From an optimization exercise on the open Yosys and OpenROAD flow, aimed at small area, a short achievable clock period and few clock cycles; shortcuts taken in it are not production practice.
At most, simulation tests tie the RTL to the original design; equivalence was not proved.
Power is estimated from default activity; no workload was simulated.

alpha:
==> flow/design.v (excerpt) <==
module fdc_engine (
    input  wire        clk,
    input  wire        rst,
    input  wire        cmd_valid,
    output wire        cmd_ready,
    input  wire [31:0] cmd_word,
    input  wire [31:0] cmd_arg,
    input  wire        cmd_empty,
    input  wire        in_valid,
    output wire        in_ready,
    input  wire [7:0]  in_data,
    input  wire        in_last,
    output wire        out_valid,
    input  wire        out_ready,
    output wire [7:0]  out_data,
    output wire        done,
    output wire [7:0]  status
);
    localparam [7:0] OP_SETSTAFF = 8'h02;
    localparam [7:0] OP_RESET    = 8'h0A;
    localparam [7:0] OP_STUFF    = 8'h50;
    localparam [7:0] OP_UNSTUFF  = 8'h51;
    localparam [7:0] OP_MOD256   = 8'h60;
    localparam [7:0] OP_CRC16    = 8'h61;
    reg  [7:0]   cfg_esc;
    reg          cfg_en;
    wire [255:0] cfg_pat;
    reg        busy;          
    reg        idle;          
    reg        run;           
    reg        fin0;          
    reg        fin1;          
    reg        irdy;          
    reg        k_stuff, k_unst, k_mod, k_crc, k_set;
    reg        ord;           
    reg        s_err;         
    reg        s_opd;         
    reg [7:0]  acc8;          
    reg        t2;            
    reg        ov;            
    reg [7:0]  od;            
    reg [7:0]  lb;            
    reg        sk_v;          
    reg [3:0]  rowm;          
    reg        fresh;         
    reg        pe_r;          
    reg        kept;          
    wire [7:0] c_op     = cmd_word[7:0];
    wire       c_hi0    = (cmd_word[31:9] == 23'd0);
  ...
For scale: ~1,300 cells after synthesis, ~320 flip-flops, about 99 I/O pins.
==> flow/config.mk <==
export PLATFORM = sky130hd
export DESIGN_NAME = fdc_engine
export DESIGN_NICKNAME = fdc_engine
export VERILOG_FILES = /design/flow/design.v
export SDC_FILE = /design/flow/constraint.sdc
export NUM_CORES = 4
export LEC_CHECK = 0
export CAP_MARGIN = 20
export CORE_MARGIN = 2
export CORE_UTILIZATION = 40
export PLACE_DENSITY = 0.6
export SETUP_SLACK_MARGIN = 1.6
export SLEW_MARGIN = 20
export SYNTH_HIERARCHICAL = 1
==> flow/constraint.sdc <==
create_clock -name core_clock -period 3.6 [get_ports {clk}]
set_input_delay 0.7200 -clock core_clock [delete_from_list [all_inputs] [get_ports {clk}]]
set_output_delay 0.7200 -clock core_clock [all_outputs]
set_load 0.01 [all_outputs]
standard.sh (not shown) runs the stock make flow with config.mk's settings and CLKGATE_MAP_FILE= SYNTH_SCRIPT=/design/flow/synth_recipe.tcl, a recipe that flattens the netlist after the stock synthesis.
==> flow/flow/run.sh <==
#!/bin/bash
# Own layout flow: the standard ORFS flow, with the port buffers made
# from sky130_fd_sc_hd__buf_2 instead of the default delay-buffer family, and
# the timing repair free to change a cell's footprint. Everything else
# (synthesis, floorplan, power grid, CTS, routing) is the standard flow.
set -euo pipefail
W=$PWD
cat > "$W/own.mk" <<EOM
include $W/config.mk
export BUFFER_PORTS_ARGS = -buffer_cell sky130_fd_sc_hd__buf_2
export MATCH_CELL_FOOTPRINT = 0
EOM
sed "s#DESIGN_CONFIG=[^ ]*#DESIGN_CONFIG=$W/own.mk#" standard.sh > "$W/own_standard.sh"
bash "$W/own_standard.sh" > "$W/own_flow.log" 2>&1
alpha finished end to end and its layout was clean on timing, DRC and antenna.
The following lists how beta was set up differently from alpha:
--- a/flow/design.v
+++ b/flow/design.v
@@ -181,37 +181,35 @@
     assign cmd_ready = idle;
     wire   cmd_fire  = cmd_valid && idle;
     assign in_ready  = irdy;
     wire   in_fire   = in_valid && irdy;
     assign out_valid = ov;
     assign out_data  = od;
     wire   hold      = ov && !out_ready;
     assign done      = fin0 || (fin1 && out_ready);
     assign status    = {4'd0, s_opd, s_opd, 1'b0, s_err};
     wire [15:0] dlo = 16'd1 << in_data[3:0];
     wire [15:0] dhi = 16'd1 << in_data[7:4];
     reg  pat_clr;
-    reg  pat_we;
     wire pat_keep = !pat_clr;
-    wire [15:0] wlo = 16'd1 << lb[3:0];
-    wire [15:0] whi = 16'd1 << lb[7:4];
-    wire [15:0] dhi_we = whi & {16{pat_we}};
+    wire pat_we   = !rst && in_fire && k_set;
+    wire [15:0] dhi_we = dhi & {16{pat_we}};
     genvar gi;
     generate
         for (gi = 0; gi < 256; gi = gi + 1) begin : g_pat
             fdc_patbit u_bit (
                 .clk  (clk),
                 .keep (pat_keep),
                 .wa   (dhi_we[gi / 16]),
-                .wb   (wlo[gi % 16]),
+                .wb   (dlo[gi % 16]),
                 .q    (cfg_pat[gi])
             );
         end
     endgenerate
     wire [15:0] row_sel;
     genvar gc;
     generate
         for (gc = 0; gc < 16; gc = gc + 1) begin : g_col
             wire [15:0] col;
             genvar gr;
             for (gr = 0; gr < 16; gr = gr + 1) begin : g_bit
                 assign col[gr] = cfg_pat[16 * gr + gc];
@@ -333,25 +331,24 @@
             sk_v    <= sk_v_n;
             t2      <= t2_n;
             if (cmd_fire && c_ok && c_set) begin
                 cfg_esc <= cmd_arg[7:0];
                 cfg_en  <= cmd_arg[8];
             end
             if (cmd_fire && c_ok && c_rst) begin
                 cfg_esc <= 8'h00;
                 cfg_en  <= 1'b0;
             end
         end
         pat_clr <= rst || (cmd_fire && c_ok && (c_set || c_rst));
-        pat_we  <= !rst && in_fire && k_set;
         od    <= od_n;
         fresh <= fresh_n;
         pe_r  <= pe_r_n;
         kept  <= kept_n;
         if (cmd_fire) begin
             k_stuff <= c_stuff;
             k_unst  <= c_unst;
             k_mod   <= c_mod;
             k_crc   <= c_crc;
             k_set   <= c_set && !c_opd;
             ord     <= c_b8;
             s_err   <= !c_ok;
--- outcome ---
Diff beta..alpha | number of cells in the design after placement | negligible. For beta, the startpoint of the worst setup timing path was in_data[1], unlike alpha, where it was lb[2]. From alpha to beta the numbers moved as follows: critical path depth climbed 1, overall power after layout down 5.6%, combinational share of power climbed 0.7 points, number of unique standard cell types used by synthesis now smaller. Compared with alpha, beta shows global-route usage lower by 0.39 points.
Testbench counts of beta, summed over its fixed seeds: cycles 15,081.
For alpha, only the layout was checked, not whether the RTL still works.

Another version of the RTL of fdc_engine (not shown whole).
Size: roughly 310 flip-flops, roughly 99 I/O pins.
## fdc_engine
module fdc_engine (
    input  wire        clk,
    input  wire        rst,
    input  wire        cmd_valid,
    output wire        cmd_ready,
    input  wire [31:0] cmd_word,
    input  wire [31:0] cmd_arg,
    input  wire        cmd_empty,
    input  wire        in_valid,
    output wire        in_ready,
    input  wire [7:0]  in_data,
    input  wire        in_last,
    output wire        out_valid,
    input  wire        out_ready,
    output wire [7:0]  out_data,
    output wire        done,
    output wire [7:0]  status
);
==> flow/config.mk <==
export PLATFORM = sky130hd
export DESIGN_NAME = fdc_engine
export DESIGN_NICKNAME = fdc_engine
export VERILOG_FILES = /design/flow/design.v
export SDC_FILE = /design/flow/constraint.sdc
export NUM_CORES = 4
export LEC_CHECK = 0
export CAP_MARGIN = 20
export CORE_MARGIN = 2
export CORE_UTILIZATION = 40
export PLACE_DENSITY = 0.6
export SETUP_SLACK_MARGIN = 1.6
export SLEW_MARGIN = 20
export SYNTH_HIERARCHICAL = 1
==> flow/constraint.sdc <==
create_clock -name core_clock -period 3.6 [get_ports {clk}]
set_input_delay 0.7200 -clock core_clock [delete_from_list [all_inputs] [get_ports {clk}]]
set_output_delay 0.7200 -clock core_clock [all_outputs]
set_load 0.01 [all_outputs]
Scripts as last shown in full above: flow/flow/run.sh
Testbench counts at the start, summed over its fixed seeds: cycles 15,081.
Next try:
--- a/flow/design.v
+++ b/flow/design.v
@@ -194,27 +194,26 @@
         for (gc = 0; gc < 16; gc = gc + 1) begin : g_col
             wire [15:0] col;
             genvar gr;
             for (gr = 0; gr < 16; gr = gr + 1) begin : g_bit
                 assign col[gr] = cfg_pat[16 * gr + gc];
             end
             fdc_sel16 u_col (.sel(dhi), .v(col), .hit(row_sel[gc]));
         end
     endgenerate
-    wire [15:0] dlo_en = dlo & {16{cfg_en}};
     wire [3:0] rowm_g;
     genvar gq;
     generate
         for (gq = 0; gq < 4; gq = gq + 1) begin : g_grp
-            fdc_sel4 u_grp (.sel(dlo_en[4*gq +: 4]), .v(row_sel[4*gq +: 4]), .hit(rowm_g[gq]));
+            fdc_sel4 u_grp (.sel(dlo[4*gq +: 4]), .v(row_sel[4*gq +: 4]), .hit(rowm_g[gq]));
         end
     endgenerate
-    wire [3:0] rowm_n = rowm_g;
+    wire [3:0] rowm_n = rowm_g & {4{cfg_en}};
     wire [1:0] rowm_z;
     fdc_nor2 u_z0 (.a(rowm[0]), .b(rowm[1]), .y(rowm_z[0]));
     fdc_nor2 u_z1 (.a(rowm[2]), .b(rowm[3]), .y(rowm_z[1]));
     wire p_last = !(rowm_z[0] && rowm_z[1]);
     wire [15:0] crc_next;
     fdc_crcstep u_crc (.c({acc8, od}), .b(in_data), .n(crc_next));
     wire [7:0]  sum_next;
     fdc_add8 u_add (.a(od), .b(in_data), .s(sum_next));
     wire        crc_swap = in_last && !ord;
After rerunning: Design area climbs by 2.5%; hold slack degrades by 0.0066 ns; wire length shrinks by 2.4%; clock-buffer cell count goes up by 6; non-clock buffer count increases by 6; worst setup slack gains 0.029 ns; core utilization rose by 2.2 points; total power goes down by 0.47%; final cell count went down by 2.9%; die area goes down by 0.71%.
For the second run of this note, only the layout was checked, not whether the RTL still works.

## port drivers added, routing unchanged
The flow's constraints put no driver on any port. The routed layouts listed below were extracted and timed again, unchanged, in two steps. Step 1, drivers: a clkbuf_16 drives clk and a buf_2 each remaining input, both assumed. Step 2, shift: input delay + t, output delay - t, t = (earliest + latest rising clock arrival at the registers) / 2. This alone moves slack from input paths to output paths. a / b / c = ideal / step 1 / step 2; a / b = the first two.
run | t, ns | setup WS [ns] | slew at the worst register clock pin (ns) | cell pins on the clock port's net
alpha | 0.557 | 1.540 / 1.540 / 1.069 | 0.06 / 0.06 | 1
beta | 0.606 | 1.576 / 1.601 / 0.995 | 0.07 / 0.07 | 1
the first run of note 2 | 0.559 | 1.490 / 1.490 / 0.943 | 0.06 / 0.06 | 1
the second run of note 2 | 0.556 | 1.519 / 1.519 / 0.975 | 0.06 / 0.06 | 1
After both steps setup and hold are still met in every run listed. The setup slack of beta, which loses most, moves by +0.025 ns with the drivers and by -0.581 ns with both steps.
